This design comes from an exercise in tuning for small area, a short achievable clock period and few clock cycles per item on the open sky130 flow, not from production work.
At most, simulation tests tie the RTL to the original design; equivalence was not proved.
The RTL of runs 4 to 7 was laid out without a check of its function.
Power figures rest on the tool's default switching activity, not on a simulated workload.

==> flow/config.mk <==
export PLATFORM = sky130hd
export DESIGN_NAME = pcmon_top
export DESIGN_NICKNAME = pcmon_top
export VERILOG_FILES = /design/flow/design.v
export SDC_FILE = /design/flow/constraint.sdc
export NUM_CORES = 4
export LEC_CHECK = 0
export CAP_MARGIN = 20
export CORE_MARGIN = 2
export CORE_UTILIZATION = 40
export CTS_BUF_LIST = sky130_fd_sc_hd__clkbuf_4 sky130_fd_sc_hd__clkbuf_8
export CTS_CLUSTER_SIZE = 40
export SETUP_SLACK_MARGIN = 4.3
export SLEW_MARGIN = 20
==> flow/constraint.sdc <==
create_clock -name core_clock -period 7.5 [get_ports {clk}]
set_input_delay 1.5000 -clock core_clock [delete_from_list [all_inputs] [get_ports {clk}]]
set_output_delay 1.5000 -clock core_clock [all_outputs]
set_load 0.01 [all_outputs]
==> flow/design.v <==
module pcmon_decoder (
    input  wire       clk,
    input  wire       rst_n,
    input  wire       byte_valid,
    input  wire [7:0] byte_in,
    input  wire       shift_ext,
    output wire       fin,           
    output wire       len0,          
    output wire [1:0] kind_o,
    output wire       ok_o,          
    output wire [5:0] q0,
    output wire [7:0] q5,
    output wire [7:0] q6,
    output wire [7:0] q7
);
    reg       await_len;
    reg [5:0] rem;           
    reg [1:0] kind;
    reg       ok;
    reg [5:0] r0, r1, r2, r3, r4;
    reg [7:0] r5, r6, r7;
    wire accum = |rem;
    wire [5:0] h5  = (r5[7:2] > 6'd54) ? 6'd54 : r5[7:2];
    wire [5:0] top5 = (h5 == 6'd0) ? 6'd63 : 6'd62 - h5;
    assign fin    = rem == 6'd1;
    assign len0   = await_len & (byte_in == 8'd0);
    assign kind_o = kind;
    assign ok_o   = ok;
    assign q0 = r0;
    assign q5 = r5;
    assign q6 = r6;
    assign q7 = r7;
    always @(posedge clk) begin
        if ((byte_valid & accum) | shift_ext) begin
            r0 <= r1;
            r1 <= r2;
            r2 <= r3;
            r3 <= r4;
            r4 <= top5;
            r5 <= r6;
            r6 <= r7;
            r7 <= byte_in;
        end
    end
    wire take_len = byte_valid & ~accum & await_len & (byte_in <= 8'd32);
    always @(posedge clk) begin
        if (!rst_n) begin
            await_len <= 1'b0;
            rem       <= 6'd0;
        end else begin
            if (accum)
                rem <= byte_valid ? rem - 6'd1 : rem;
            else
                rem <= take_len ? byte_in[5:0] : 6'd0;
            if (byte_valid & ~accum)
                await_len <= ~await_len & (byte_in[7:2] == 6'd0);
        end
    end
    always @(posedge clk) begin
        if (byte_valid & ~accum) begin
            if (await_len)
                ok   <= (kind == 2'd0) ||
                        (kind == 2'd1 && byte_in == 8'd4) ||
                        (kind == 2'd2 && byte_in == 8'd2) ||
                        (kind == 2'd3 && byte_in == 8'd8);
            else
                kind <= byte_in[1:0];
        end
    end
endmodule
module pcmon_render (
    input  wire        clk,
    input  wire        rst_n,
    input  wire        start,         
    input  wire [5:0]  q0,            
    output wire        qshift,        
    output reg         idle,          
    output reg         pix_valid,
    output reg  [6:0]  pix_x,
    output reg  [5:0]  pix_y,
    output reg         pix_on,
    output wire        pix_flush,
    input  wire        pix_ready
);
    localparam [1:0] S_STARTUP = 2'd0;
    localparam [1:0] S_GLYPH   = 2'd1;
    localparam [1:0] S_BAR     = 2'd2;
    localparam [1:0] S_FLUSH   = 2'd3;
    reg [1:0] state;
    reg       lcol;        
    reg       lpix;        
    reg       glyph;       
    reg [2:0] k;           
    reg [5:0] t0, t1, t2, t3, t4, t5, t6, t7;
    reg [6:0] x0_nxt;
    always @(*) begin
        case (k[2:0])
            3'd0: x0_nxt = 7'd4;
            3'd1: x0_nxt = 7'd24;
            3'd2: x0_nxt = 7'd44;
            3'd3: x0_nxt = 7'd64;
            3'd4: x0_nxt = 7'd86;
            3'd5: x0_nxt = 7'd106;
            3'd6: x0_nxt = 7'd90;
            default: x0_nxt = 7'd110;
        endcase
    end
    reg [6:0] x0_cur, xp_cur;
    always @(*) begin
        case (k[2:0])
            3'd1: begin x0_cur = 7'd4;   xp_cur = 7'd18;  end
            3'd2: begin x0_cur = 7'd24;  xp_cur = 7'd38;  end
            3'd3: begin x0_cur = 7'd44;  xp_cur = 7'd58;  end
            3'd4: begin x0_cur = 7'd64;  xp_cur = 7'd78;  end
            3'd5: begin x0_cur = 7'd86;  xp_cur = 7'd88;  end
            3'd6: begin x0_cur = 7'd106; xp_cur = 7'd108; end
            3'd7: begin x0_cur = 7'd90;  xp_cur = 7'd100; end
            default: begin x0_cur = 7'd110; xp_cur = 7'd120; end
        endcase
    end
    wire label_x = (pix_x >= 7'd6   && pix_x <= 7'd17)  ||
                   (pix_x >= 7'd26  && pix_x <= 7'd37)  ||
                   (pix_x >= 7'd46  && pix_x <= 7'd57)  ||
                   (pix_x >= 7'd66  && pix_x <= 7'd77)  ||
                   (pix_x >= 7'd86  && pix_x <= 7'd101) ||
                   (pix_x >= 7'd106 && pix_x <= 7'd119);
    wire startup_on_next = (pix_x == 7'd0) || (pix_x == 7'd127) ||
                           (pix_y == 6'd62) || (pix_y == 6'd63) ||
                           ((pix_y == 6'd3) && label_x);
    wire grow = q0 < t0;
    wire same = q0 == t0;
    wire adv  = pix_ready | ~pix_valid;
    wire last_row = pix_on ? (pix_y == t7) : (pix_y + 6'd1 == t7);
    wire gl_col   = pix_x == 7'd123;
    wire [6:0] x_inc = pix_x + 7'd1;
    wire st_su  = state == S_STARTUP;
    wire st_gl  = state == S_GLYPH;
    wire st_bar = state == S_BAR;
    assign pix_flush = state == S_FLUSH;
    wire go     = ~idle & adv & ~pix_flush;                
    wire c_go   = idle & start;                           
    wire c_end  = ~idle & adv & pix_flush;                 
    wire c_nb   = go & (lpix | (st_bar & ~pix_valid));    
    wire c_fl   = c_nb & st_bar & (k == 3'd0);            
    wire c_bs   = c_nb & ~c_fl;                           
    wire c_su   = go & st_su;                             
    wire c_sux  = c_su & (pix_y == 6'd63);                
    wire c_gl   = go & st_gl & ~lpix;
    wire c_glc  = c_gl & gl_col & (pix_y != 6'd7);        
    wire c_glt  = c_gl & gl_col & (pix_y == 6'd7);        
    wire c_glr  = c_gl & ~gl_col;                         
    wire [6:0] x_gl = (pix_x == 7'd122) ? 7'd124 : x_inc;   
    wire c_bar  = go & st_bar & pix_valid & ~lpix;
    wire c_row  = c_bar & lcol;                           
    wire c_col  = c_bar & ~lcol;                          
    wire rot     = c_bs;
    wire startup = ~idle & st_su;
    assign qshift = rot;
    always @(posedge clk) begin
        if (rot | startup) begin
            t0 <= t1;
            t1 <= t2;
            t2 <= t3;
            t3 <= t4;
            t4 <= t5;
            t5 <= t6;
            t6 <= t7;
            t7 <= startup ? 6'd63 : q0;
        end
    end
    wire [5:0] y_inc = pix_y + 6'd1;
    wire [5:0] y_dec = pix_y - 6'd1;
    wire [5:0] y_bs  = grow ? t0 - 6'd1 : t0;
    wire x_hold = ~(c_go | c_bs | c_sux | c_glt | c_glr | c_row | c_col);
    wire y_hold = ~(c_go | c_bs | c_su | c_glc | c_glt | c_row);
    always @(posedge clk) begin
        if (!rst_n) begin
            pix_x <= 7'd0;
            pix_y <= 6'd0;
        end else begin
            pix_x <= ({7{c_sux | c_col}} & x_inc) |
                     ({7{c_glr}} & x_gl) |
                     ({7{c_go}}  & 7'd123) |
                     ({7{c_glt}} & 7'd121) |
                     ({7{c_bs}}  & x0_nxt) |
                     ({7{c_row}} & x0_cur) |
                     ({7{x_hold}} & pix_x);
            pix_y <= ({6{c_su | c_glc | (c_row & ~pix_on)}} & y_inc) |
                     ({6{c_row & pix_on}} & y_dec) |
                     ({6{c_go}}  & 6'd1) |
                     ({6{c_glt}} & 6'd4) |
                     ({6{c_bs}}  & y_bs) |
                     ({6{y_hold}} & pix_y);
        end
    end
    always @(posedge clk) begin
        if (!rst_n) begin
            idle      <= 1'b0;
            state     <= S_STARTUP;
            pix_valid <= 1'b1;
            pix_on    <= 1'b1;
            k         <= 3'd0;
            lpix      <= 1'b0;
            glyph     <= 1'b0;
        end else begin
            if (c_go)
                glyph <= ~glyph;
            if (c_go | c_end)
                idle <= c_end;
            if (c_go | c_end)
                state <= S_GLYPH;
            else if (c_fl | (c_sux & (pix_x == 7'd127)))
                state <= S_FLUSH;
            else if (c_nb)
                state <= S_BAR;
            if (c_go | c_end | c_nb)
                pix_valid <= c_go | c_fl | (c_bs & ~same);
            if (c_bs)
                k <= k + 3'd1;
            if (c_go)
                pix_on <= glyph;
            else if (c_su)
                pix_on <= startup_on_next;
            else if (c_glc)
                pix_on <= ~glyph | (pix_y == 6'd3);
            else if (c_glt)
                pix_on <= glyph;
            else if (c_bs)
                pix_on <= grow;
            if (go) begin
                lcol <= c_col & (pix_x == xp_cur);
                lpix <= (c_col & (pix_x == xp_cur) & last_row) | (c_glr & (pix_x == 7'd124));
            end
        end
    end
endmodule
module pcmon_top (
    input  wire       clk,
    input  wire       rst_n,        
    input  wire       rst_in_n,     
    input  wire       rx_valid,
    input  wire       rx_err,
    input  wire [7:0] rx_data,
    output wire       rx_ready,
    output reg  [7:0] duty1,
    output reg  [7:0] duty2,
    output reg  [7:0] duty3,
    output reg  [7:0] duty4,
    output reg        net_tx,
    output reg        net_rx,
    output reg        act,
    output wire       busy,
    output wire       pix_valid,
    output wire [6:0] pix_x,
    output wire [5:0] pix_y,
    output wire       pix_on,
    output wire       pix_flush,
    input  wire       pix_ready
);
    localparam [1:0] K_RESET  = 2'd0;
    localparam [1:0] K_SETIND = 2'd1;
    localparam [1:0] K_NET    = 2'd2;
    localparam [1:0] K_RENDER = 2'd3;
    wire        idle;
    wire        svc       = idle;
    assign      busy      = ~idle;
    assign      rx_ready  = svc & rst_in_n;
    wire        byte_take = rx_ready & rx_valid & ~rx_err;
    wire        fin, len0, ok;
    wire [1:0]  kind;
    wire        qshift;
    wire [5:0]  q0;
    wire [7:0]  q5, q6, q7;
    pcmon_decoder u_dec (
        .clk       (clk),
        .rst_n     (rst_n),
        .byte_valid(byte_take),
        .byte_in   (rx_data),
        .shift_ext (qshift),
        .fin       (fin),
        .len0      (len0),
        .kind_o    (kind),
        .ok_o      (ok),
        .q0        (q0),
        .q5        (q5),
        .q6        (q6),
        .q7        (q7)
    );
    wire fin_render = fin & ok & (kind == K_RENDER);
    wire fin_setind = fin & ok & (kind == K_SETIND);
    wire fin_net    = fin & ok & (kind == K_NET);
    wire fin_reset  = (fin | len0) & (kind == K_RESET);
    wire render_start = byte_take & fin_render;
    pcmon_render u_render (
        .clk       (clk),
        .rst_n     (rst_n),
        .start     (render_start),
        .q0        (q0),
        .qshift    (qshift),
        .idle      (idle),
        .pix_valid (pix_valid),
        .pix_x     (pix_x),
        .pix_y     (pix_y),
        .pix_on    (pix_on),
        .pix_flush (pix_flush),
        .pix_ready (pix_ready)
    );
    wire clr_duty = ~rst_in_n | (rx_valid & ~rx_err & fin_reset);
    wire ld_duty  = byte_take & fin_setind;
    wire clr_net  = ~rst_in_n;
    wire ld_net   = byte_take & fin_net;
    wire svc_on  = rst_n & svc;
    wire d_ld    = svc_on & ld_duty;
    wire d_hold  = ~(svc_on & (clr_duty | ld_duty)) & rst_n;
    wire n_ld    = svc_on & ld_net;
    wire n_hold  = ~(svc_on & (clr_net | ld_net)) & rst_n;
    always @(posedge clk) begin
        duty1  <= ({8{d_ld}} & q5)      | ({8{d_hold}} & duty1);
        duty2  <= ({8{d_ld}} & q6)      | ({8{d_hold}} & duty2);
        duty3  <= ({8{d_ld}} & q7)      | ({8{d_hold}} & duty3);
        duty4  <= ({8{d_ld}} & rx_data) | ({8{d_hold}} & duty4);
        net_tx <= (n_ld & (q7 != 8'd0))      | (n_hold & net_tx);
        net_rx <= (n_ld & (rx_data != 8'd0)) | (n_hold & net_rx);
        act    <= rst_n & (svc ? byte_take : act);
    end
endmodule
==> flow/flow/run.sh <==
#!/bin/bash
# The standard layout, with every port buffered by a plain sky130 buffer
# (buf_1) instead of the delay buffer buffer_ports picks by itself, and a
# clock tree of clkbuf_4/clkbuf_8 cells without dummy loads.
set -euo pipefail
export BUFFER_PORTS_ARGS="-buffer_cell sky130_fd_sc_hd__buf_1"
export CTS_ARGS="-sink_clustering_enable -repair_clock_nets -sink_clustering_size 30 -sink_clustering_max_diameter 100 -buf_list {sky130_fd_sc_hd__clkbuf_8} -root_buf sky130_fd_sc_hd__clkbuf_8 -dont_use_dummy_load"
bash standard.sh > standard.log 2>&1
==> flow/standard.sh <==
#!/bin/bash
# synth_recipe.tcl (not shown) runs the flow's synth.tcl, then flattens the netlist and writes it again
# the make line also repeats each setting of config.mk as NAME=value (left out here)
make -C /OpenROAD-flow-scripts/flow DESIGN_CONFIG=/design/flow/config.mk WORK_HOME=/design/flow/orfs CLKGATE_MAP_FILE= SYNTH_SCRIPT=/design/flow/synth_recipe.tcl "${@:-finish}"
==> results of run 1 <==
## state kept, by name, summed over array words and instances, names as in the netlist, 7 cells and up
| name | flops |
|---|---|
| u_dec.r6 | 8 |
| duty3 | 8 |
| duty4 | 8 |
| duty2 | 8 |
| duty1 | 8 |
| u_dec.r7 | 8 |
| u_render.pix_x | 7 |
| u_dec.r5 | 8 |
## power by group through the flow
stage	combinational, uW	clock, uW	sequential [uW]
2_1_floorplan	48.5	0	1030
3_3_place_gp	64.1	0	1030
3_5_place_dp	66.1	0	1030
4_1_cts	67.6	498	1010
5_1_grt	76.2	528	1010
6_report	68.1	476	1010
## cell usage in the layout, fill, tap and decap left out, types with 6 or more instances in the layout
master    count
edfxtp_1    106
dfxtp_1      65
buf_1        64
nor2_1       60
nand2_1      34
a22o_1       32
a21oi_1      30
inv_1        27
nor3_1       25
ha_1         25
xnor2_1      20
o21ai_0      17
clkbuf_8     17
nand3_1      16
xor2_1       14
nand4_1      11
nor4_1       10
a31oi_1      10
a211oi_1      9
o21a_1        8
nand2b_1      8
o22ai_1       8
and3_1        7
or3_1         7
nand3b_1      6
## layer usage
layer  vias up  routed length [um]  GRT usage [%]
met1      2733                7780           22.8
met2       232                7840           26.8
met5         -                   0              0
met3        30                1250           5.10
li1       2680                   -              -
met4         0                 281           6.40
## kinds of logic after synthesis
kind of cell | after synthesis | share of synthesized area [%]
adder cells (fa/ha/maj) | 25 | 4.00
AO/OA/AOI/OAI | 158 | 14.4
XOR/XNOR | 34 | 3.81
flip-flops | 171 | 57.3
buffers and inverters | 69 | 3.44
multiplexers | 5 | 0.655
AND/OR/NAND/NOR | 234 | 16.5
## area by class of cell
| type | instances | area [um2] |
|---|---|---|
| fill | 1823 | 10700 |
| sequential | 171 | 4480 |
| multi-input combinational | 456 | 3130 |
| tap | 265 | 332 |
| timing repair buffer | 71 | 308 |
| clock buffer | 17 | 234 |
| inverter | 28 | 109 |
## worst max-delay path, cell delays in order
cell    delay (ns)
buf_8         0.09
and2_4        0.15
buf_6         0.11
## worst paths after layout
check	start	slack, ns	end
worst max-delay path	rst_in_n	4.15	rx_ready
worst min-delay path	u_render.t6[5]	0.40	u_render.t5[5]
worst max register to register	u_render.k[0]	4.53	u_render.pix_y[2]
worst min register to register	u_render.t6[5]	0.40	u_render.t5[5]
## repair_timing
item                       4_1_cts  5_1_grt
setup endpoints to repair        2       64
pin swaps                        0        0
gates cloned                     0        0
gates resized for setup          8        6
setup buffers                    1        0
## stage by stage
step | util [%] | hold WS, ns
2_1_floorplan | - | 0.400
3_3_place_gp | 42.9 | 0.400
3_5_place_dp | 42.9 | 0.405
4_1_cts | 44.3 | 0.404
5_1_grt | 44.5 | 0.414
6_report | 44.5 | 0.400
==> summary.txt, run 1 <==
Pleak 0.00287 uW; DR vias 5675; Post-synth ARST share 0%; Non-Filler Instances 1008; number of enable flip-flop cells after synthesis 106; Row Count 51; antenna-violating nets left 0; post-route minimum period 3.35 ns; Clock Pin Slew Worst Setup and Hold Paths 0.09 ns; CTS Buffer Depth 2; kind of critical path in -> out; Slew Viols, Final 0; number of global-route vias before repair 5389; Flop pwr share 65.1%; Distinct cells, synth 70; sequential share of the synthesized area 57.3%; setup ws final 4.15 ns; Rel. slew slack 51.0%; largest net degree at the start of global routing 55; most instantiated library cell after synthesis edfxtp_1; htree depth 4; internal power 1230 uW; cts hold-fix bufs 0; RD Place Congestion 0.863; Yosys warnings 3; Area growth, synth to finish 9.88%; fmax 298 MHz; post-synthesis cell area 7830 um2; TritonCTS buffer count 17; total gr overflow 0; Die H 144 um; status timing/DRC/antenna clean; switching share of power 21.3%; Die X 144 um; io pins 67; WL/cell 17.0 um; worst endpoint data arrival time 1.85 ns; Synth top area share 40.7%; Worst-Margin Slew 0.734 ns; Tcrit/Tclk final 44.7%; Worst EP required 6.00 ns; Crit. End Element output pin; setup_tns 0 ns; top_reg_cell synth edfxtp_1; clock net sink count 171; # setup viols final 0; power share of the clock group 30.6%; Total Wirelength 17.1 mm; Synth area leaders edfxtp_1 41%, dfxtp_1 17%, ha_1 4.0%, a22o_1 3.6%, nor2_1 2.9%; drt via density 5.63; Die ar. 20700 um2; Clock Root Buffer clkbuf_8; synth cell count leaders 106 x edfxtp_1, 65 x dfxtp_1, 60 x nor2_1; Design Area, Final 8600 um2; IO Port Bufs 66; worst hold path stage count 0; combinational cell fraction of total power 4.4%; VDD IR max 116 uV; Syn Area/Cell 11.2 um2; worst-path maximum fanout 2; starting density of the core 40.5%; placed inst area 8300 um2; unrepaired setup endpoints after global routing true; Startpoint Class primary input; core area 19300 um2; syn_nets 735; drt first pass iters 5; DRC 0; first-pass GRT wire length 27.7 mm; flops & latches, synth 171; layout cell share with drive strength beyond 1 6.19%; Hold Path Class reg -> reg; Max-Cap Viols 0; Final Power 1560 uW; DRT iter0 DRCs 539; nets 784; Clk Latency, worst-skew pair 0.46 ns; Clock Skews 0.0264 ns; path depth of the worst reg2reg path 8; power per cell area 181 nW/um2; placed cell count 990; Synth area leader edfxtp_1; initial antenna violation count 1; total net switching power 331 uW; Post-DP HPWL 11.8 mm; overall routing resource usage 17.3%; final count of hold timing violations 0; antenna cells 0; Place WS 3.81 ns; post-synthesis cell count 696; TritonCTS clock tree built
Testbench counts, summed over its fixed seeds: cycles 133,748, frames 384.
==> run 2: changes to the inputs <==
==> flow/config.mk (replaced) <==
export PLATFORM = sky130hd
export DESIGN_NAME = pcmon_top
export DESIGN_NICKNAME = pcmon_top
export VERILOG_FILES = /design/flow/design.v
export SDC_FILE = /design/flow/constraint.sdc
export NUM_CORES = 4
export LEC_CHECK = 0
export CAP_MARGIN = 5
export CORE_MARGIN = 2
export CORE_UTILIZATION = 40
export SETUP_SLACK_MARGIN = 4.3
export SLEW_MARGIN = 5
==> run 2 against run 1 <==
Clock power about the same. Wire length unchanged. Area after synthesis unchanged. First-iteration DRC count unchanged. Design area unchanged. Utilization is the same. Sequential share of layout area unchanged. Clock-buffer cell count unchanged. Non-clock buffer count stayed put. Combinational power about the same. Hold slack unchanged. Register-to-register slack barely moved. Critical path type unchanged. Largest cell class unchanged. Highest routed layer unchanged.
==> summary.txt, run 2 <==
kind of critical path in -> out; syn_nets 735; nets 784; Pleak 0.00287 uW; number of enable flip-flop cells after synthesis 106; post-synthesis cell count 696; top_reg_cell synth edfxtp_1; multi-input gate area in the final layout 3130 um2; Clock Skews 0.0264 ns; GR Util met1 22.8%; overall routing resource usage 17.3%; Tcrit/Tclk final 44.7%; power per cell area 181 nW/um2; DRT iter0 DRCs 539; met2 Use GR 26.8%; worst-path maximum fanout 2; final count of hold timing violations 0; Synth area leaders edfxtp_1 41%, dfxtp_1 17%, ha_1 4.0%, a22o_1 3.6%, nor2_1 2.9%; fmax 298 MHz; total gr overflow 0; synth cell count leaders 106 x edfxtp_1, 65 x dfxtp_1, 60 x nor2_1; Clock Root Buffer clkbuf_8; Worst EP required 6.00 ns; crit-path cells buf_8 -> and2_4 -> buf_6; Buf/Inv on CP 2; Hold Path Class reg -> reg; worst endpoint data arrival time 1.85 ns; met3 global-route usage 5.10%; cts hold-fix bufs 0; RD Place Congestion 0.863; Syn Area/Cell 11.2 um2; io pins 67; Crit. End Element output pin; drt first pass iters 5; core area 19300 um2; Row Count 51; IO Port Bufs 66; VDD IR max 116 uV; status timing/DRC/antenna clean; antenna cells 0; Area growth, synth to finish 9.88%; unrepaired setup endpoints after global routing true; Core Util, Final 44.5%; CP max stage cell and2_4; Max-Cap Viols 0; number of global-route vias before repair 5389; drt via density 5.63; TritonCTS buffer count 17; Synth area leader edfxtp_1; sequential share of the synthesized area 57.3%; Clk Latency, worst-skew pair 0.46 ns; post-synthesis cell area 7830 um2; Post-DP HPWL 11.8 mm; DRC 0; antenna-violating nets left 0; DR vias 5675; Clock Pin Slew Worst Setup and Hold Paths 0.09 ns; post-route minimum period 3.35 ns; commonest non-fill, non-tap cell in the layout edfxtp_1; largest net degree at the start of global routing 55; Die H 144 um; commonest non-fill, non-tap cells in the layout 106 x edfxtp_1, 65 x dfxtp_1, 64 x buf_1; Synth top area share 40.7%; peak per-stage delay on the critical path 0.15 ns; busiest grt layer met2; setup_tns 0 ns; # setup viols final 0; Distinct cells, synth 70; starting density of the core 40.5%; first-pass GRT wire length 27.7 mm; Die ar. 20700 um2; Sequential Area 4480 um2; Die X 144 um; Total Wirelength 17.1 mm; clock net sink count 171; layout cell share with drive strength beyond 1 6.19%; TritonCTS clock tree built; WL/cell 17.0 um; htree depth 4; Filler cells 1823; Worst-Margin Slew 0.734 ns; Rel. slew slack 51.0%; CTS Buffer Depth 2; most instantiated library cell after synthesis edfxtp_1; Crit path max-delay family buffers and inverters; Yosys warnings 3; Post-synth ARST share 0%; initial antenna violation count 1; placed inst area 8300 um2; Startpoint Class primary input; flops & latches, synth 171; Slew Viols, Final 0; Design Area, Final 8600 um2
run 2: what timing repair did:
item | CTS | global route
gates cloned | 0 | 0
gates resized for setup | 8 | 6
endpoints found under the setup margin | 2 | 64
setup buffers | 1 | 0
run 2: cell type report:
cell class                      instances  share of cell area [%]
Clock buffer                           17                    2.72
Timing Repair Buffer                   71                    3.58
Sequential cell                       171                    52.1
Multi-Input combinational cell        456                    36.4
Tap cell                              265                    3.86
Inverter                               28                    1.27
run 2: worst reg2reg max path: stages, from the launching register on:
cell and delay (ns):
dfxtp_1 0.47, inv_1 0.14, ha_1 0.36, and4bb_2 0.32
or4_1 0.60, buf_4 0.28, and4b_1 0.30, o2bb2ai_1 0.14
o31a_1 0.23
run 2: final timing paths:
path / start / endpoint / slack, ns / cells after the start
hold reg to reg: u_render.t6[5] / u_render.t5[5] / 0.40 / 0
setup reg to reg: u_render.k[0] / u_render.pix_y[2] / 4.53 / 8
setup / recovery: rst_in_n / rx_ready / 4.15 / 3
hold / removal: u_render.t6[5] / u_render.t5[5] / 0.40 / 0
run 2: cell families (layout without fill, tap and decap cells):
logic type	after synthesis	in the layout	share of synthesized area (%)
adder cells (fa/ha/maj)	25	25	4.00
buffers and inverters	69	116	3.44
multiplexers	5	5	0.655
flip-flops	171	171	57.3
XOR/XNOR	34	34	3.81
AO/OA/AOI/OAI	158	158	14.4
AND/OR/NAND/NOR	234	234	16.5
run 2: report_power, final:
part | switching, uW | internal [uW]
Sequential | 12.2 | 1000
Clock | 276 | 200
Combinational | 42.9 | 25.2
run 2: stage by stage:
stage          setup slack, ns  hold WS (ns)  total power (uW)  instances
6_report                  4.15         0.400              1560       1008
3_5_place_dp              3.81         0.405              1100        990
2_1_floorplan             4.30         0.400              1080        696
4_1_cts                   4.15         0.404              1580       1008
5_1_grt                   4.14         0.414              1620       1008
3_3_place_gp              4.00         0.400              1100        990
run 2: metal layers:
layer	vias to the layer above	wire [um]	share of wire (%)
met3	30	1250	7.3
met1	2733	7780	45
met4	0	281	1.6
met5	-	0	0
met2	232	7840	46
li1	2680	-	-
==> run 3: changes to the inputs <==
--- a/flow/config.mk
+++ b/flow/config.mk
@@ -6,7 +6,7 @@
 export NUM_CORES = 4
 export LEC_CHECK = 0
-export CAP_MARGIN = 5
+export CAP_MARGIN = 20
 export CORE_MARGIN = 2
 export CORE_UTILIZATION = 40
-export SETUP_SLACK_MARGIN = 4.3
-export SLEW_MARGIN = 5
+export SETUP_SLACK_MARGIN = 4.15
+export SLEW_MARGIN = 20
==> run 3 against run 2 <==
Flip-flop and latch count unchanged. Area after synthesis is the same. Clock power about the same. Synthesized cell count did not move. Via count decreased by 2.3%. Die area unchanged. Setup slack got worse by 0.0098 ns. Register-to-register slack gained 0.06 ns. Total power about the same. Final cell count about the same. Wire length is 1.0% lower. Combinational power barely moved. Critical path type unchanged. Critical endpoint unchanged.
==> summary.txt, run 3 <==
syn_nets 735; Post-DP HPWL 11.7 mm; IO Port Bufs 66; Clock Pin Slew Worst Setup and Hold Paths 0.09 ns; Post-synth ARST share 0%; r2r setup slk 4.59 ns; RD Place Congestion 0.842; commonest non-fill, non-tap cell in the layout edfxtp_1; XOR/XNOR share of the synthesized area 3.80%; largest net degree at the start of global routing 55; VDD IR max 116 uV; WL/cell 16.9 um; fmax 297 MHz; sequential share of the synthesized area 57.3%; DRC 0; Post-Synth Adder-Cell Area 4.00%; number of enable flip-flop cells after synthesis 106; antenna cells 0; first-pass GRT wire length 26.9 mm; total gr overflow 0; status timing/DRC/antenna clean; Startpoint Class primary input; Clock Root Buffer clkbuf_8; antenna-violating nets left 0; number of global-route vias before repair 5270; htree depth 4; multiplexer share of the synthesized area 0.655%; Distinct cells, synth 70; Die X 144 um; Yosys warnings 3; Worst EP required 6.00 ns; DR vias 5547; Clock Skews 0.0288 ns; drt first pass iters 6; Syn Area/Cell 11.2 um2; Synth top area share 40.7%; drt via density 5.51; Area growth, synth to finish 9.70%; post-synthesis compound-gate area fraction 14.4%; overall routing resource usage 16.7%; TritonCTS clock tree built; worst-path maximum fanout 3; worst endpoint data arrival time 1.86 ns; CTS Buffer Depth 2; starting density of the core 40.5%; largest family of logic cells by synthesized area simple AND/OR/NAND/NOR gates; Total Wirelength 17.0 mm; post-synthesis cell area 7830 um2; Tcrit/Tclk final 44.8%; Crit. End Element output pin; setup_tns 0 ns; io pins 67; TritonCTS buffer count 17; layout cell share with drive strength beyond 1 5.93%; Hold Path Class reg -> reg; Die ar. 20700 um2; Sequential Area 4480 um2; initial antenna violation count 0; kind of critical path in -> out; final count of hold timing violations 0; synth cell count leaders 106 x edfxtp_1, 65 x dfxtp_1, 60 x nor2_1; Filler cells 1817; Slew Viols, Final 0; unrepaired setup endpoints after global routing true; post-synthesis cell count 696; commonest non-fill, non-tap cells in the layout 106 x edfxtp_1, 65 x dfxtp_1, 64 x buf_1; Pleak 0.00286 uW; Rel. slew slack 51.1%; Synth area leader edfxtp_1; # setup viols final 0; DRT iter0 DRCs 477; core area 19300 um2; simple-gate portion of the synthesized area 16.5%; top_reg_cell synth edfxtp_1; flops & latches, synth 171; multi-input gate area in the final layout 3130 um2; Worst-Margin Slew 0.733 ns; Max-Cap Viols 0; Die H 144 um; Synth area leaders edfxtp_1 41%, dfxtp_1 17%, ha_1 4.0%, a22o_1 3.6%, nor2_1 2.9%; nets 783; Final Power 1560 uW; clock net sink count 171; Clk Latency, worst-skew pair 0.45 ns; power per cell area 181 nW/um2; most instantiated library cell after synthesis edfxtp_1; Row Count 51; post-route minimum period 3.36 ns
==> run 3: per-layer routing <==
| metal | up-vias | share of wire, % | routed length [um] | GRT usage (%) |
|---|---|---|---|---|
| met4 | 0 | 1.7 | 295 | 6.30 |
| met2 | 164 | 45 | 7690 | 26.2 |
| met5 | - | 0 | 0 | 0 |
| met1 | 2679 | 48 | 8070 | 22.3 |
| li1 | 2683 | - | - | - |
| met3 | 21 | 5.4 | 913 | 4.23 |
==> run 3: critical path: stages <==
cell    delay [ns]
buf_8         0.10
and2_4        0.15
buf_6         0.11
==> run 3: what timing repair did <==
action                                  CTS  global route
hold buffers                              0             0
endpoints found under the setup margin   55           143
gates resized for setup                   6             6
gates cloned                              0             0
setup buffers                             0             1
==> run 3: logic make-up (layout without fill, tap and decap cells) <==
family,after synthesis,after routing
xor+xnor,34,34
simple gates,234,234
flops,171,171
mux,5,5
compound gates,158,158
fa+ha+maj,25,25
buf+inv,69,115
==> run 3: power by group <==
group          switching (uW)  total, uW  internal [uW]
logic                    43.2       68.4           25.2
registers                11.8       1010           1000
clock network             275        475            200
==> run 3: path summary, 6_finish.rpt <==
kind | startpoint | cells after the start | to
worst max register to register | u_render.k[0] | 6 | u_dec.r0[0]
worst min register to register | u_render.t3[4] | 0 | u_render.t2[4]
worst min-delay path | u_render.t3[4] | 0 | u_render.t2[4]
worst max-delay path | rst_in_n | 3 | rx_ready
==> run 3: final cells by class <==
| type | count | area share [%] |
|---|---|---|
| timing repair buffer | 70 | 3.50 |
| tap | 265 | 3.86 |
| sequential | 171 | 52.2 |
| multi-input combinational | 456 | 36.4 |
| inverter | 28 | 1.27 |
| clock buffer | 17 | 2.73 |
==> run 3: through the flow <==
step                      hold WS [ns]  instances  worst slack, ns  area [um2]  util [%]
after global placement           0.401        989             3.74        8300      42.9
after CTS                        0.398       1006             4.13        8550      44.2
after global routing             0.407       1007             4.13        8590      44.4
after detailed placement         0.405        989             3.66        8300      42.9
after floorplan                  0.400        696             4.16        7850         -
final                            0.397       1007             4.14        8590      44.4
==> run 4: changes to the inputs <==
--- a/flow/design.v
+++ b/flow/design.v
@@ -106,15 +106,16 @@
         endcase
     end
-    reg [6:0] x0_cur, xp_cur;
+    reg [6:0] x0_cur;
+    reg       xp_cur;
     always @(*) begin
         case (k[2:0])
-            3'd1: begin x0_cur = 7'd4;   xp_cur = 7'd18;  end
-            3'd2: begin x0_cur = 7'd24;  xp_cur = 7'd38;  end
-            3'd3: begin x0_cur = 7'd44;  xp_cur = 7'd58;  end
-            3'd4: begin x0_cur = 7'd64;  xp_cur = 7'd78;  end
-            3'd5: begin x0_cur = 7'd86;  xp_cur = 7'd88;  end
-            3'd6: begin x0_cur = 7'd106; xp_cur = 7'd108; end
-            3'd7: begin x0_cur = 7'd90;  xp_cur = 7'd100; end
-            default: begin x0_cur = 7'd110; xp_cur = 7'd120; end
+            3'd1: begin x0_cur = 7'd4;   xp_cur = pix_x[4] & pix_x[1] & ~pix_x[0];            end  
+            3'd2: begin x0_cur = 7'd24;  xp_cur = pix_x[5] & pix_x[2] & pix_x[1] & ~pix_x[0]; end  
+            3'd3: begin x0_cur = 7'd44;  xp_cur = pix_x[4] & pix_x[3] & pix_x[1] & ~pix_x[0]; end  
+            3'd4: begin x0_cur = 7'd64;  xp_cur = pix_x[3] & pix_x[2] & pix_x[1] & ~pix_x[0]; end  
+            3'd5: begin x0_cur = 7'd86;  xp_cur = pix_x[3] & ~pix_x[0];                       end  
+            3'd6: begin x0_cur = 7'd106; xp_cur = pix_x[2] & ~pix_x[0];                       end  
+            3'd7: begin x0_cur = 7'd90;  xp_cur = pix_x[5] & pix_x[2] & ~pix_x[0];            end  
+            default: begin x0_cur = 7'd110; xp_cur = pix_x[4] & pix_x[3] & ~pix_x[0];         end  
         endcase
     end
@@ -132,5 +133,5 @@
     wire adv  = pix_ready | ~pix_valid;
     wire last_row = pix_on ? (pix_y == t7) : (pix_y + 6'd1 == t7);
-    wire gl_col   = pix_x == 7'd123;
+    wire gl_col   = pix_x[1] & pix_x[0];                   
     wire [6:0] x_inc = pix_x + 7'd1;
     wire st_su  = state == S_STARTUP;
@@ -147,8 +148,8 @@
     wire c_sux  = c_su & (pix_y == 6'd63);                
     wire c_gl   = go & st_gl & ~lpix;
-    wire c_glc  = c_gl & gl_col & (pix_y != 6'd7);        
-    wire c_glt  = c_gl & gl_col & (pix_y == 6'd7);        
+    wire c_glc  = c_gl & gl_col & ~(&pix_y[2:0]);           
+    wire c_glt  = c_gl & gl_col & (&pix_y[2:0]);            
     wire c_glr  = c_gl & ~gl_col;                         
-    wire [6:0] x_gl = (pix_x == 7'd122) ? 7'd124 : x_inc;   
+    wire [6:0] x_gl = pix_x[1] ? 7'd124 : x_inc;          
     wire c_bar  = go & st_bar & pix_valid & ~lpix;
     wire c_row  = c_bar & lcol;                           
@@ -223,5 +224,5 @@
                 pix_on <= startup_on_next;
             else if (c_glc)
-                pix_on <= ~glyph | (pix_y == 6'd3);
+                pix_on <= ~glyph | (~pix_y[2] & pix_y[1] & pix_y[0]);    
             else if (c_glt)
                 pix_on <= glyph;
@@ -229,6 +230,6 @@
                 pix_on <= grow;
             if (go) begin
-                lcol <= c_col & (pix_x == xp_cur);
-                lpix <= (c_col & (pix_x == xp_cur) & last_row) | (c_glr & (pix_x == 7'd124));
+                lcol <= c_col & xp_cur;
+                lpix <= (c_col & xp_cur & last_row) | (c_glr & pix_x[2] & ~pix_x[0]);    
             end
         end
--- a/flow/config.mk
+++ b/flow/config.mk
@@ -9,4 +9,4 @@
 export CORE_MARGIN = 2
 export CORE_UTILIZATION = 40
-export SETUP_SLACK_MARGIN = 4.15
+export SETUP_SLACK_MARGIN = 4.2
 export SLEW_MARGIN = 20
==> run 4 against run 3 <==
Critical path depth did not move. Total power is 3.3% lower. Design area is 0.48% higher. Flip-flop and latch count stayed put. Synthesized cell count is 0.14% higher. Wire length up 5.8%. First-iteration DRC count grew 42%. Register-to-register slack improved by 0.03 ns. Fmax is essentially flat. Critical endpoint unchanged.
==> summary.txt, run 4 <==
sequential share of the synthesized area 57.1%; first-pass GRT wire length 28.5 mm; Crit. End Element output pin; Area growth, synth to finish 9.86%; unrepaired setup endpoints after global routing true; Rel. slew slack 44.0%; RD Place Congestion 0.893; flops & latches, synth 171; io pins 67; TritonCTS buffer count 17; WL/cell 17.7 um; status timing/DRC/antenna clean; Clk Latency, worst-skew pair 0.45 ns; IO Port Bufs 66; Tcrit/Tclk final 44.8%; largest net degree at the start of global routing 55; overall routing resource usage 17.7%; Hold Path Class reg -> reg; post-synthesis cell area 7850 um2; final count of hold timing violations 0; post-route minimum period 3.36 ns; top_reg_cell synth edfxtp_1; FF-to-FF Start u_render.pix_x[1]; Startpoint Class primary input; switching share of power 20.3%; DRT iter0 DRCs 675; worst-path maximum fanout 3; synth cell count leaders 106 x edfxtp_1, 65 x dfxtp_1, 59 x nor2_1; # setup viols final 0; DR vias 5704; Die H 144 um; htree depth 4; antenna-violating nets left 0; drt first pass iters 6; Synth area leaders edfxtp_1 41%, dfxtp_1 17%, ha_1 4.1%, a22o_1 3.7%, nor2_1 2.8%; Distinct cells, synth 80; drt via density 5.61; post-synthesis cell count 697; internal power 1200 uW; kind of critical path in -> out; DRC 0; Max-Cap Viols 0; Total Wirelength 18.0 mm; antenna cells 0; power share of the clock group 31.7%; setup_tns 0 ns; nets 794; RR Endpoint u_render.pix_x[3]; Pleak 0.00285 uW; Worst setup endpoint rx_ready; fmax 298 MHz; number of global-route vias before repair 5515; initial antenna violation count 0; Die ar. 20800 um2; Synth top area share 40.5%; Die X 144 um; path depth of the worst reg2reg path 7; Synth area leader edfxtp_1; TritonCTS clock tree built; power per cell area 175 nW/um2; Flop pwr share 65.8%; Post-synth ARST share 0%; most instantiated library cell after synthesis edfxtp_1; total net switching power 305 uW; CP Launch Point rst_in_n; Syn Area/Cell 11.3 um2; Post-DP HPWL 12.2 mm; Yosys warnings 3; Row Count 51; clock net sink count 171; Clock Skews 0.0376 ns; layout cell share with drive strength beyond 1 7.45%; Slew Viols, Final 0; r2r setup slk 4.62 ns; Fin Hold WS 0.412 ns; CTS Buffer Depth 2; VDD IR max 104 uV; Worst-Margin Slew 0.839 ns; number of enable flip-flop cells after synthesis 106; total gr overflow 0; starting density of the core 40.6%; Clock Pin Slew Worst Setup and Hold Paths 0.08 ns; core area 19300 um2; combinational cell fraction of total power 2.5%; Core Util, Final 44.6%; syn_nets 737; Worst EP required 6.00 ns; commonest non-fill, non-tap cells in the layout 106 x edfxtp_1, 65 x dfxtp_1, 64 x buf_1; commonest non-fill, non-tap cell in the layout edfxtp_1; Clock Root Buffer clkbuf_8; worst endpoint data arrival time 1.86 ns
==> run 4: metal layers <==
layer	part of all wire, %	GRT usage [%]
met5	0	0
met3	6.8	4.93
met2	47	27.9
met1	46	24.1
met4	0.73	4.70
==> run 4: power groups by stage <==
stage | sequential (uW) | clock, uW | combinational, uW
3_5_place_dp | 1010 | 0 | 36.6
3_3_place_gp | 1010 | 0 | 35.4
6_report | 991 | 477 | 38.0
2_1_floorplan | 1010 | 0 | 21.8
5_1_grt | 991 | 531 | 41.1
4_1_cts | 991 | 496 | 37.2
==> run 4: final cells by class <==
cell class	instances	area [um2]
tap	265	332
inverter	27	101
clock buffer	17	234
multi-input combinational	462	3140
timing repair buffer	75	334
sequential	171	4480
fill	1788	10700
==> run 4: critical path: stages <==
cell and delay [ns]:
buf_6 0.10, and2_4 0.15, buf_6 0.11
==> run 4: worst min path at each step <==
stage                   start             end  cells past startpoint
2_1_floorplan     u_dec.r1[0]     u_dec.r0[0]                      0
3_3_place_gp      u_dec.r4[5]     u_dec.r3[5]                      0
3_5_place_dp      u_dec.r3[4]     u_dec.r2[4]                      0
4_1_cts        u_render.t3[5]  u_render.t2[5]                      0
5_1_grt        u_render.t3[5]  u_render.t2[5]                      0
6_report       u_render.t3[5]  u_render.t2[5]                      0
==> run 4: kinds of logic after synthesis <==
| family | share of synthesized area (%) |
|---|---|
| compound gates | 15.3 |
| xor+xnor | 2.79 |
| fa+ha+maj | 4.14 |
| buf+inv | 3.31 |
| flops | 57.1 |
| mux | 0.781 |
| simple gates | 16.6 |
==> run 4: repair_timing <==
action	CTS	global route
hold buffers	0	0
setup endpoints to repair	49	115
gates resized for setup	6	1
buffers inserted	1	4
==> run 4: stage by stage <==
| step | setup slack (ns) | instances | instance area, um2 | total power (uW) |
|---|---|---|---|---|
| after global placement | 3.79 | 995 | 8330 | 1050 |
| after detailed placement | 3.63 | 995 | 8330 | 1050 |
| final | 4.14 | 1017 | 8630 | 1510 |
| after floorplan | 4.31 | 697 | 7870 | 1030 |
| after global routing | 4.13 | 1017 | 8630 | 1560 |
| after CTS | 4.14 | 1013 | 8590 | 1520 |
==> run 5: changes to the inputs <==
--- a/flow/config.mk
+++ b/flow/config.mk
@@ -9,4 +9,4 @@
 export CORE_MARGIN = 2
 export CORE_UTILIZATION = 40
-export SETUP_SLACK_MARGIN = 4.2
+export SETUP_SLACK_MARGIN = 4.3
 export SLEW_MARGIN = 20
==> run 5 against run 4 <==
Still clean. Synthesized cell count stayed put. First-iteration DRC count is 7.7% lower. Die area stayed put. Setup slack worse by 0.0019 ns. Non-clock buffer count stayed put. Register-to-register slack worse by 0.05 ns. Critical path depth stayed put. Sequential share of layout area is 0.15 points lower. Total power hardly changed. Via count is 0.54% higher. Clock skew is 0.0011 ns higher. Critical path type unchanged. Critical endpoint unchanged.
==> summary.txt, run 5 <==
status timing/DRC/antenna clean; IO Port Bufs 66; initial antenna violation count 0; io pins 67; total net switching power 306 uW; Rel. slew slack 45.6%; switching share of power 20.3%; # setup viols final 0; Synth area leader edfxtp_1; htree depth 4; CP max stage cell and2_4; Flop pwr share 65.8%; Syn Area/Cell 11.3 um2; Synth top area share 40.5%; worst-path maximum fanout 3; WL/cell 17.7 um; most used cell along the critical path buf_6; final count of hold timing violations 0; Crit. End Element output pin; RD Place Congestion 0.893; Row Count 51; Worst EP required 6.00 ns; largest net degree at the start of global routing 55; unrepaired setup endpoints after global routing true; most instantiated library cell after synthesis edfxtp_1; VDD IR max 104 uV; crit-path cells buf_6 -> and2_4 -> buf_6; Max-Cap Viols 0; post-route minimum period 3.36 ns; Pleak 0.00285 uW; cts hold-fix bufs 0; number of global-route vias before repair 5521; power per cell area 174 nW/um2; combinational cell fraction of total power 2.5%; commonest non-fill, non-tap cell in the layout edfxtp_1; sequential share of the synthesized area 57.1%; Yosys warnings 3; Area growth, synth to finish 10.2%; power share of the clock group 31.7%; syn_nets 737; number of enable flip-flop cells after synthesis 106; drt first pass iters 7; Clk Latency, worst-skew pair 0.45 ns; first-pass GRT wire length 28.5 mm; total gr overflow 0; Worst-Margin Slew 0.815 ns; placed inst area 8330 um2; synth cell count leaders 106 x edfxtp_1, 65 x dfxtp_1, 59 x nor2_1; Clock Skews 0.0388 ns; top_reg_cell synth edfxtp_1; DRT iter0 DRCs 623; Die ar. 20800 um2; Filler cells 1785; post-synthesis cell count 697; Design Area, Final 8650 um2; Distinct cells, synth 80; TritonCTS buffer count 17; drt via density 5.64; Startpoint Class primary input; antenna-violating nets left 0; starting density of the core 40.6%; Clock Root Buffer clkbuf_8; Post-DP HPWL 12.2 mm; layout cell share with drive strength beyond 1 7.71%; peak per-stage delay on the critical path 0.15 ns; commonest non-fill, non-tap cells in the layout 106 x edfxtp_1, 65 x dfxtp_1, 64 x buf_1; fmax 298 MHz; Post-synth ARST share 0%; post-synthesis cell area 7850 um2; DR vias 5735; Die X 144 um; Die H 144 um; Clock Pin Slew Worst Setup and Hold Paths 0.08 ns; Hold Path Class reg -> reg; kind of critical path in -> out; DRC 0; Slew Viols, Final 0; Crit path max-delay family buffers and inverters; core area 19300 um2; worst endpoint data arrival time 1.86 ns; flops & latches, synth 171; placed cell count 995; Buf/Inv on CP 2; nets 794; internal power 1200 uW; Non-Filler Instances 1017; overall routing resource usage 17.7%; setup_tns 0 ns; TritonCTS clock tree built; Synth area leaders edfxtp_1 41%, dfxtp_1 17%, ha_1 4.1%, a22o_1 3.7%, nor2_1 2.8%; clock net sink count 171; CTS Buffer Depth 2; Total Wirelength 18.0 mm; Tcrit/Tclk final 44.8%; antenna cells 0
run 5: cells by family (layout without fill, tap and decap cells):
| logic type | after synthesis | in the layout | share of synthesized area (%) |
|---|---|---|---|
| XOR/XNOR | 25 | 25 | 2.79 |
| adder cells (fa/ha/maj) | 26 | 26 | 4.14 |
| flip-flops | 171 | 171 | 57.1 |
| AND/OR/NAND/NOR | 237 | 237 | 16.6 |
| buffers and inverters | 64 | 119 | 3.31 |
| multiplexers | 6 | 6 | 0.781 |
| AO/OA/AOI/OAI | 168 | 168 | 15.3 |
run 5: final cells by class:
| type | instances | area [um2] | share of cell area, % |
|---|---|---|---|
| inverters | 27 | 101 | 1.17 |
| flip-flops and latches | 171 | 4480 | 51.8 |
| clock buffers | 17 | 234 | 2.70 |
| multi-input cells | 462 | 3160 | 36.6 |
| well taps | 265 | 332 | 3.83 |
| repair buffers | 75 | 338 | 3.90 |
run 5: path summary, 6_finish.rpt:
path                     startpoint           endpoint  slack, ns  cells after the start
setup / recovery           rst_in_n           rx_ready       4.14                      3
setup reg to reg  u_render.pix_x[1]  u_render.pix_x[3]       4.57                      7
hold reg to reg      u_render.t3[5]     u_render.t2[5]       0.41                      0
hold / removal       u_render.t3[5]     u_render.t2[5]       0.41                      0
run 5: timing repair:
| item | CTS | global route |
|---|---|---|
| buffers inserted | 1 | 4 |
| pin swaps | 0 | 0 |
| setup endpoints to repair | 81 | 143 |
| gates resized for setup | 7 | 6 |
run 5: power by group through the flow:
stage	clock [uW]	sequential, uW	combinational [uW]
after CTS	496	991	37.2
after global routing	531	991	41.4
after floorplan	0	1010	21.8
after global placement	0	1010	35.4
final	477	991	38.3
after detailed placement	0	1010	36.6
run 5: routing by layer:
layer	up-vias	GRT usage, %	routed length, um
met5	-	0	0
met4	0	4.70	153
met3	18	4.93	1300
met2	218	27.9	8410
met1	2784	24.1	8140
li1	2715	-	-
run 5: through the flow:
step	worst slack, ns	hold WS [ns]	util, %	power (uW)
floorplan	4.31	0.400	-	1030
detailed placement	3.63	0.405	43.1	1050
finish	4.14	0.412	44.7	1510
global placement	3.79	0.401	43.1	1050
global route	4.13	0.405	44.7	1560
CTS	4.14	0.405	44.5	1520
==> run 6: changes to the inputs <==
--- a/flow/design.v
+++ b/flow/design.v
@@ -49,8 +49,6 @@
             rem       <= 6'd0;
         end else begin
-            if (accum)
-                rem <= byte_valid ? rem - 6'd1 : rem;
-            else
-                rem <= take_len ? byte_in[5:0] : 6'd0;
+            if (byte_valid)
+                rem <= accum ? rem - 6'd1 : (take_len ? byte_in[5:0] : 6'd0);
             if (byte_valid & ~accum)
                 await_len <= ~await_len & (byte_in[7:2] == 6'd0);
==> run 6 against run 5 <==
Register-to-register slack better by 0.05 ns. Utilization rose by 0.45 points. Wire length shrank 1.2%. Total power about the same. Combinational power is 7.3% lower. Clock-buffer cell count did not move. First-iteration DRC count shrank 15%. Via count down 1.1%. Sequential share of layout area is 0.85 points higher. Fmax grew 0.19%. Clock power barely moved. Largest power group unchanged. Synthesized cell count shrank 0.43%.
==> summary.txt, run 6 <==
Worst-Margin Slew 0.852 ns; Pleak 0.00277 uW; path depth of the worst reg2reg path 8; post-synthesis cell area 7750 um2; unrepaired setup endpoints after global routing true; final count of hold timing violations 0; core area 18800 um2; starting density of the core 41.2%; DRT iter0 DRCs 527; antenna cells 0; Non-Filler Instances 1002; power per cell area 177 nW/um2; Die ar. 20500 um2; Final Power 1500 uW; RD Place Congestion 0.903; Filler cells 1778; Die H 143 um; largest net degree at the start of global routing 55; Total Wirelength 17.8 mm; Max-Cap Viols 0; DR vias 5670; Crit. End Element output pin; peak per-stage delay on the critical path 0.15 ns; Crit path max-delay family buffers and inverters; XOR/XNOR share of the synthesized area 2.71%; Startpoint Class primary input; Post-synth ARST share 0%; initial antenna violation count 0; Yosys warnings 3; TritonCTS buffer count 17; first-pass GRT wire length 28.7 mm; simple-gate portion of the synthesized area 14.9%; IO Port Bufs 66; htree depth 4; nets 784; setup ws final 4.14 ns; status timing/DRC/antenna clean; TritonCTS clock tree built; post-synthesis compound-gate area fraction 16.2%; Die X 143 um; worst-path maximum fanout 2; number of enable flip-flop cells after synthesis 106; top_reg_cell synth edfxtp_1; Rel. slew slack 42.7%; post-route minimum period 3.36 ns; critical path depth in cells 3; RR Endpoint u_render.pix_y[2]; multiplexer share of the synthesized area 0.517%; kind of critical path in -> out; Hold Crit Endpoint u_render.t5[2]; crit-path cells buf_8 -> and2_4 -> buf_6; drt first pass iters 5; Worst EP required 6.00 ns; Post-Synth Adder-Cell Area 4.20%; Clock Skews 0.0302 ns; number of global-route vias before repair 5416; VDD IR max 119 uV; FF-to-FF Start u_render.k[0]; WL/cell 17.8 um; Clock Root Buffer clkbuf_8; Synth area leader edfxtp_1; Hold Path Class reg -> reg; commonest non-fill, non-tap cells in the layout 106 x edfxtp_1, 65 x dfxtp_1, 64 x buf_1; hold path start u_render.t6[2]; Place WS 3.61 ns; flops & latches, synth 171; Distinct cells, synth 77; placed cell count 984; fmax 298 MHz; post-synthesis cell count 694; Clock Pin Slew Worst Setup and Hold Paths 0.08 ns; Post-DP HPWL 12.1 mm; DRC 0; Row Count 50; synth cell count leaders 106 x edfxtp_1, 65 x dfxtp_1, 53 x nor2_1; Clk Latency, worst-skew pair 0.45 ns; total gr overflow 0; CTS Buffer Depth 2; Slew Viols, Final 0; syn_nets 734; largest family of logic cells by synthesized area compound AO/OA/AOI/OAI gates; antenna-violating nets left 0; CP max stage cell and2_4; commonest non-fill, non-tap cell in the layout edfxtp_1; setup_tns 0 ns; overall routing resource usage 17.9%; Syn Area/Cell 11.2 um2; layout cell share with drive strength beyond 1 5.66%; worst endpoint data arrival time 1.86 ns; worst hold path stage count 0; io pins 67; # setup viols final 0; most instantiated library cell after synthesis edfxtp_1; Buf/Inv on CP 2; sequential share of the synthesized area 57.9%; Area growth, synth to finish 9.83%; Tcrit/Tclk final 44.7%; r2r setup slk 4.62 ns; clock net sink count 171; drt via density 5.66; Synth area leaders edfxtp_1 41%, dfxtp_1 17%, ha_1 4.2%, a22o_1 3.8%, a21oi_1 2.6%; Synth top area share 41.1%
-- run 6: cell types whose count changed after synthesis, moves of 6 or more --
cell | previous run | this run
nor2_1 | 59 | 53
buf_2 | 10 | 3
a21oi_1 | 32 | 41
o22ai_1 | 1 | 8
clkbuf_1 | 24 | 33
-- run 6: power breakdown --
| group | leakage [uW] | internal [uW] | switching [uW] | total [uW] |
|---|---|---|---|---|
| Sequential | 0.00143 | 988 | 3.31 | 991 |
| Clock | 0.000122 | 200 | 278 | 478 |
| Combinational | 0.00122 | 11.6 | 23.8 | 35.5 |
-- run 6: area by class of cell --
type	count	area, um2	share of cell area, %
multi-input combinational	453	3050	35.8
tap	260	325	3.82
clock buffer	17	234	2.75
timing repair buffer	69	297	3.48
sequential	171	4480	52.7
inverter	32	121	1.43
-- run 6: layer usage --
layer / vias up / global-route usage, % / wire length (um)
li1: 2691 / - / -
met1: 2748 / 24.8 / 8370
met2: 209 / 27.1 / 7950
met3: 22 / 4.86 / 1200
met4: 0 / 6.04 / 275
met5: - / 0 / 0
-- run 6: worst register-to-register path: stages, from the launching register on --
cell and delay [ns]:
dfxtp_1 0.45, inv_1 0.15, ha_1 0.35, and4bb_1 0.30
or4b_4 0.73, nand4_1 0.23, nor2_1 0.12, a221oi_1 0.30
a21oi_1 0.10
-- run 6: metrics by stage --
step                      area (um2)  hold WS [ns]  utilization (%)
after floorplan                 7770         0.400                -
after global placement          8210         0.401             43.6
after detailed placement        8210         0.405             43.6
after CTS                       8470         0.405             45.0
after global routing            8510         0.406             45.2
final                           8510         0.405             45.2
-- run 6: cells by family after synthesis --
kind of cell,after synthesis
XOR/XNOR,24
AND/OR/NAND/NOR,218
adder cells (fa/ha/maj),26
flip-flops,171
buffers and inverters,70
multiplexers,4
AO/OA/AOI/OAI,181
-- run 6: what timing repair did --
action / in CTS / in global routing
hold buffers: 0 / 0
setup buffers: 0 / 1
endpoints found under the setup margin: 137 / 35
resized for setup: 7 / 8
pin swaps: 0 / 0
-- run 6: how the worst max path moves through the flow --
stage	start	endpoint	slack, ns
2_1_floorplan	pix_ready	u_dec.r0[0]	4.18
3_3_place_gp	rst_n	u_render.lpix	3.70
3_5_place_dp	rst_n	u_render.lpix	3.61
4_1_cts	rst_in_n	rx_ready	4.08
5_1_grt	rst_in_n	rx_ready	4.14
6_report	rst_in_n	rx_ready	4.14
==> run 7: changes to the inputs <==
==> flow/flow/run.sh (replaced) <==
#!/bin/bash
# The standard layout, with every port buffered by a plain sky130 buffer
# (buf_1) instead of the delay buffer buffer_ports picks by itself, and a
# clock tree of clkbuf_4/clkbuf_8 cells without dummy loads.
set -euo pipefail
export BUFFER_PORTS_ARGS="-buffer_cell sky130_fd_sc_hd__buf_1"
export CTS_ARGS="-repair_clock_nets -buf_list {sky130_fd_sc_hd__clkbuf_8} -root_buf sky130_fd_sc_hd__clkbuf_8 -dont_use_dummy_load"
bash standard.sh > standard.log 2>&1
==> run 7 against run 6 <==
Still clean. Critical path depth unchanged. Via count did not move. Design area unchanged. Register-to-register slack hardly changed. Flip-flop and latch count is the same. Non-clock buffer count unchanged. Die area unchanged. Highest routed layer unchanged.
==> summary.txt, run 7 <==
initial antenna violation count 0; Crit. End Element output pin; nets 784; Startpoint Class primary input; Die H 143 um; CP Launch Point rst_in_n; Distinct cells, synth 77; flops & latches, synth 171; CTS Buffer Depth 2; fmax 298 MHz; Tcrit/Tclk final 44.7%; Post-DP HPWL 12.1 mm; Rel. slew slack 42.7%; starting density of the core 41.2%; clock net sink count 171; core area 18800 um2; DR vias 5670; Hold Path Class reg -> reg; DRT iter0 DRCs 527; layout cell share with drive strength beyond 1 5.66%; io pins 67; power per cell area 177 nW/um2; antenna cells 0; post-synthesis cell count 694; Die X 143 um; Synth area leaders edfxtp_1 41%, dfxtp_1 17%, ha_1 4.2%, a22o_1 3.8%, a21oi_1 2.6%; syn_nets 734; worst-path maximum fanout 2; Synth area leader edfxtp_1; TritonCTS clock tree built; number of global-route vias before repair 5416; overall routing resource usage 17.9%; unrepaired setup endpoints after global routing true; cts hold-fix bufs 0; Syn Area/Cell 11.2 um2; r2r setup slk 4.62 ns; FF-to-FF Start u_render.k[0]; IO Port Bufs 66; Clock Root Buffer clkbuf_8; Synth top area share 41.1%; drt first pass iters 5; worst endpoint data arrival time 1.86 ns; number of enable flip-flop cells after synthesis 106; Total Wirelength 17.8 mm; drt via density 5.66; Worst EP required 6.00 ns; Yosys warnings 3; Clock Skews 0.0302 ns; Clock Pin Slew Worst Setup and Hold Paths 0.08 ns; Max-Cap Viols 0; Worst-Margin Slew 0.852 ns; Area growth, synth to finish 9.83%; htree depth 4; RD Place Congestion 0.903; Worst setup endpoint rx_ready; Die ar. 20500 um2; top_reg_cell synth edfxtp_1; commonest non-fill, non-tap cells in the layout 106 x edfxtp_1, 65 x dfxtp_1, 64 x buf_1; total gr overflow 0; Filler cells 1778; kind of critical path in -> out; WL/cell 17.8 um; post-route minimum period 3.36 ns; Clk Latency, worst-skew pair 0.45 ns; post-synthesis cell area 7750 um2; TritonCTS buffer count 17; Pleak 0.00277 uW; placed inst area 8210 um2; Slew Viols, Final 0; VDD IR max 119 uV; final count of hold timing violations 0; largest net degree at the start of global routing 55; first-pass GRT wire length 28.7 mm; sequential share of the synthesized area 57.9%; path depth of the worst reg2reg path 8; most instantiated library cell after synthesis edfxtp_1; DRC 0; RR Endpoint u_render.pix_y[2]; status timing/DRC/antenna clean; Post-synth ARST share 0%; Design Area, Final 8510 um2; hold path start u_render.t6[2]; synth cell count leaders 106 x edfxtp_1, 65 x dfxtp_1, 53 x nor2_1; setup_tns 0 ns; antenna-violating nets left 0; commonest non-fill, non-tap cell in the layout edfxtp_1; Fin Hold WS 0.405 ns; Row Count 50; # setup viols final 0
==> run 7: cell counts after synthesis <==
No cell type changed its count.
==> run 7: layer usage <==
metal,up-vias,track usage [%],routed length (um)
met1,2748,24.8,8370
met5,-,0,0
met4,0,6.04,275
li1,2691,-,-
met3,22,4.86,1200
met2,209,27.1,7950
==> run 7: report_power, final <==
group | internal, uW | switching, uW
logic | 11.6 | 23.8
clock network | 200 | 278
registers | 988 | 3.31
==> run 7: timing repair <==
action,in CTS,in global routing
buffers inserted,0,1
gates resized for setup,7,8
endpoints found under the setup margin,137,35
==> run 7: kinds of logic after synthesis <==
logic type,Yosys count,share of synthesized area (%)
compound gates,181,16.2
xor+xnor,24,2.71
fa+ha+maj,26,4.20
buf+inv,70,3.54
flops,171,57.9
mux,4,0.517
simple gates,218,15.0
==> run 7: layout make-up <==
cell class              instances  area (um2)  share of cell area (%)
well taps                     260         325                    3.82
multi-input cells             453        3050                    35.8
flip-flops and latches        171        4480                    52.7
clock buffers                  17         234                    2.75
repair buffers                 69         297                    3.48
inverters                      32         121                    1.43
==> run 7: worst max-delay path: stages <==
cell,delay (ns)
buf_8,0.09
and2_4,0.15
buf_6,0.11
==> run 7: how the worst min path moves through the flow <==
stage	endpoint	cells after the start	slack (ns)
after floorplan	u_dec.r0[0]	0	0.40
after global placement	u_dec.r0[5]	0	0.40
after detailed placement	u_dec.r0[2]	0	0.40
after CTS	u_render.t5[2]	0	0.41
after global routing	u_render.t5[4]	0	0.41
final	u_render.t5[2]	0	0.41
==> run 7: stage by stage <==
| stage | power (uW) | std cells | utilization (%) | worst slack, ns |
|---|---|---|---|---|
| 2_1_floorplan | 1030 | 694 | - | 4.18 |
| 3_3_place_gp | 1050 | 984 | 43.6 | 3.70 |
| 3_5_place_dp | 1050 | 984 | 43.6 | 3.61 |
| 4_1_cts | 1520 | 1001 | 45.0 | 4.08 |
| 5_1_grt | 1560 | 1002 | 45.2 | 4.14 |
| 6_report | 1500 | 1002 | 45.2 | 4.14 |
==> run 8: changes to the inputs <==
--- a/flow/design.v
+++ b/flow/design.v
@@ -59,7 +59,5 @@
             if (await_len)
                 ok   <= (kind == 2'd0) ||
-                        (kind == 2'd1 && byte_in == 8'd4) ||
-                        (kind == 2'd2 && byte_in == 8'd2) ||
-                        (kind == 2'd3 && byte_in == 8'd8);
+                        (byte_in == {4'd0, kind == 2'd3, kind == 2'd1, kind == 2'd2, 1'b0});
             else
                 kind <= byte_in[1:0];
@@ -118,10 +116,6 @@
         endcase
     end
-    wire label_x = (pix_x >= 7'd6   && pix_x <= 7'd17)  ||
-                   (pix_x >= 7'd26  && pix_x <= 7'd37)  ||
-                   (pix_x >= 7'd46  && pix_x <= 7'd57)  ||
-                   (pix_x >= 7'd66  && pix_x <= 7'd77)  ||
-                   (pix_x >= 7'd86  && pix_x <= 7'd101) ||
-                   (pix_x >= 7'd106 && pix_x <= 7'd119);
+    localparam [127:0] LABEL = 128'h00fffc3fffc03ffc03ffc03ffc03ffc0;
+    wire label_x = LABEL[pix_x];
     wire startup_on_next = (pix_x == 7'd0) || (pix_x == 7'd127) ||
                            (pix_y == 6'd62) || (pix_y == 6'd63) ||
--- a/flow/flow/run.sh
+++ b/flow/flow/run.sh
@@ -5,4 +5,4 @@
 set -euo pipefail
 export BUFFER_PORTS_ARGS="-buffer_cell sky130_fd_sc_hd__buf_1"
-export CTS_ARGS="-repair_clock_nets -buf_list {sky130_fd_sc_hd__clkbuf_8} -root_buf sky130_fd_sc_hd__clkbuf_8 -dont_use_dummy_load"
+export CTS_ARGS="-sink_clustering_enable -repair_clock_nets -sink_clustering_size 30 -sink_clustering_max_diameter 100 -buf_list {sky130_fd_sc_hd__clkbuf_8} -root_buf sky130_fd_sc_hd__clkbuf_8 -dont_use_dummy_load"
 bash standard.sh > standard.log 2>&1
--- a/flow/config.mk
+++ b/flow/config.mk
@@ -9,4 +9,4 @@
 export CORE_MARGIN = 2
 export CORE_UTILIZATION = 40
-export SETUP_SLACK_MARGIN = 4.3
+export SETUP_SLACK_MARGIN = 4.5
 export SLEW_MARGIN = 20
==> run 8 against run 7 <==
Still clean on timing, DRC and antenna. Design area shrank 1.1%. Sequential share of layout area rose by 0.62 points. Sequential power about the same. Global-route usage fell by 0.16 points. Hold slack better by 0.0046 ns. First-iteration DRC count shrank 3.0%. Synthesized cell count decreased by 2.4%. Final cell count fell by 3.5%. Setup slack gained 0.0022 ns. Combinational power up 97%. Die area shrank 1.4%. Clock power increased by 1%.
==> summary.txt, run 8 <==
status timing/DRC/antenna clean; setup_tns 0 ns; internal power 1230 uW; synth cell count leaders 106 x edfxtp_1, 65 x dfxtp_1, 49 x nor2_1; unrepaired setup endpoints after global routing true; overall routing resource usage 17.7%; io pins 67; drt via density 5.74; Design Area, Final 8420 um2; Slew Viols, Final 0; Filler cells 1720; Tcrit/Tclk final 44.7%; Area growth, synth to finish 10.2%; post-route minimum period 3.35 ns; RR Endpoint u_render.pix_x[5]; r2r setup slk 4.71 ns; Clk Latency, worst-skew pair 0.45 ns; TritonCTS buffer count 17; Core Util, Final 45.0%; most instantiated library cell after synthesis edfxtp_1; fmax 298 MHz; commonest non-fill, non-tap cell in the layout edfxtp_1; Die X 142 um; Synth area leaders edfxtp_1 42%, dfxtp_1 17%, ha_1 4.1%, a22o_1 3.9%, a21oi_1 2.5%; core area 18700 um2; Row Count 50; kind of critical path in -> out; Clock Root Buffer clkbuf_8; Startpoint Class primary input; starting density of the core 40.8%; Post-synth ARST share 0%; # setup viols final 0; Worst-Margin Slew 0.624 ns; worst hold path stage count 0; Die ar. 20200 um2; final count of hold timing violations 0; commonest non-fill, non-tap cells in the layout 106 x edfxtp_1, 63 x dfxtp_1, 63 x buf_1; top_reg_cell synth edfxtp_1; FF-to-FF Start u_render.k[0]; drt first pass iters 5; DRT iter0 DRCs 511; path depth of the worst reg2reg path 8; clock net sink count 171; combinational cell fraction of total power 4.4%; Post-DP HPWL 11.8 mm; hold path start u_dec.r2[3]; first-pass GRT wire length 28.1 mm; layout cell share with drive strength beyond 1 6.68%; Clock Pin Slew Worst Setup and Hold Paths 0.08 ns; Total Wirelength 17.3 mm; total gr overflow 0; initial antenna violation count 0; number of global-route vias before repair 5364; Die H 142 um; IO Port Bufs 66; worst-path maximum fanout 2; Worst EP required 6.00 ns; Hold Crit Endpoint u_dec.r1[3]; power share of the clock group 30.9%; flops & latches, synth 171; worst endpoint data arrival time 1.85 ns; Synth area leader edfxtp_1; RD Place Congestion 0.854; CTS Buffer Depth 2; post-synthesis cell count 677; post-synthesis cell area 7640 um2; largest net degree at the start of global routing 55; Hold Path Class reg -> reg; Synth top area share 41.7%; Yosys warnings 3; TritonCTS clock tree built; placed inst area 8130 um2; htree depth 4; syn_nets 716; Clock Skews 0.0191 ns; WL/cell 17.9 um; sequential share of the synthesized area 58.7%; Rel. slew slack 58.1%; nets 774; Flop pwr share 64.6%; DRC 0; Crit. End Element output pin; power per cell area 186 nW/um2; VDD IR max 118 uV; DR vias 5550; Syn Area/Cell 11.3 um2; antenna cells 0; Max-Cap Viols 0; switching share of power 21.8%; antenna-violating nets left 0; number of enable flip-flop cells after synthesis 106; total net switching power 342 uW; Pleak 0.00284 uW; cts hold-fix bufs 0; Distinct cells, synth 66
-- run 8: worst max-delay path by stage --
| stage | end | cells past startpoint | slack (ns) | start |
|---|---|---|---|---|
| 4_1_cts | rx_ready | 3 | 4.15 | rst_in_n |
| 5_1_grt | rx_ready | 3 | 4.14 | rst_in_n |
| 6_report | rx_ready | 3 | 4.15 | rst_in_n |
| 3_5_place_dp | duty1[4] | 6 | 3.87 | rst_n |
| 3_3_place_gp | duty3[0] | 8 | 3.43 | rx_err |
| 2_1_floorplan | rx_ready | 1 | 4.35 | rst_in_n |
-- run 8: power by group through the flow --
stage / Combinational, uW / Clock [uW] / Sequential, uW
after floorplan: 49.4 / 0 / 1030
after global placement: 65.5 / 0 / 1030
after detailed placement: 67.3 / 0 / 1030
after CTS: 68.3 / 502 / 1010
after global routing: 77.1 / 537 / 1010
final: 69.8 / 485 / 1010
-- run 8: area by class of cell --
type | count | area, um2 | area share [%]
timing repair buffer | 71 | 309 | 3.67
tap | 234 | 293 | 3.48
sequential | 171 | 4490 | 53.3
clock buffer | 17 | 234 | 2.78
multi-input combinational | 446 | 2990 | 35.5
inverter | 28 | 105 | 1.25
-- run 8: routing by layer --
metal  part of all wire, %  vias up  wire (um)  track usage [%]
li1                      -     2637          -                -
met1                    47     2695       8080             24.9
met2                    45      198       7870             27.0
met3                   6.7       20       1170             4.78
met4                   1.2        0        203             5.21
met5                     0        -          0                0
-- run 8: worst max-delay path: stages --
cell and delay, ns:
buf_6 0.09, and2_4 0.15, buf_6 0.11
-- run 8: cell families (layout without fill, tap and decap cells) --
logic type               count (synthesis)  count (layout)  share of synthesized area, %
buffers and inverters                   60             116                          3.13
adder cells (fa/ha/maj)                 25              25                          4.09
AO/OA/AOI/OAI                          160             160                          14.2
flip-flops                             171             171                          58.7
AND/OR/NAND/NOR                        231             231                          16.3
XOR/XNOR                                23              23                          2.64
multiplexers                             7               7                         0.950
-- run 8: through the flow --
step	setup WS [ns]	instances	power (uW)	hold WS, ns
after floorplan	4.35	677	1080	0.400
after global placement	3.43	946	1100	0.401
after detailed placement	3.87	947	1100	0.405
after CTS	4.15	966	1580	0.412
after global routing	4.14	967	1630	0.421
final	4.15	967	1570	0.410
-- run 8: what timing repair did --
item,CTS,global route
endpoints found under the setup margin,33,36
gates resized for setup,5,6
pin swaps,1,0
buffers inserted,2,1
hold endpoints to repair,0,0
Testbench counts of run 8, summed over its fixed seeds: cycles 133,748, frames 384.

Re-timed with assumed drivers on the ports (clkbuf_16 on the clock, buf_2 on other inputs), run 8 has 4.108 ns of setup slack against 4.147 ns with ideal ports, and 4.108 ns once port delays also move by the mid clock arrival of 0.481 ns.
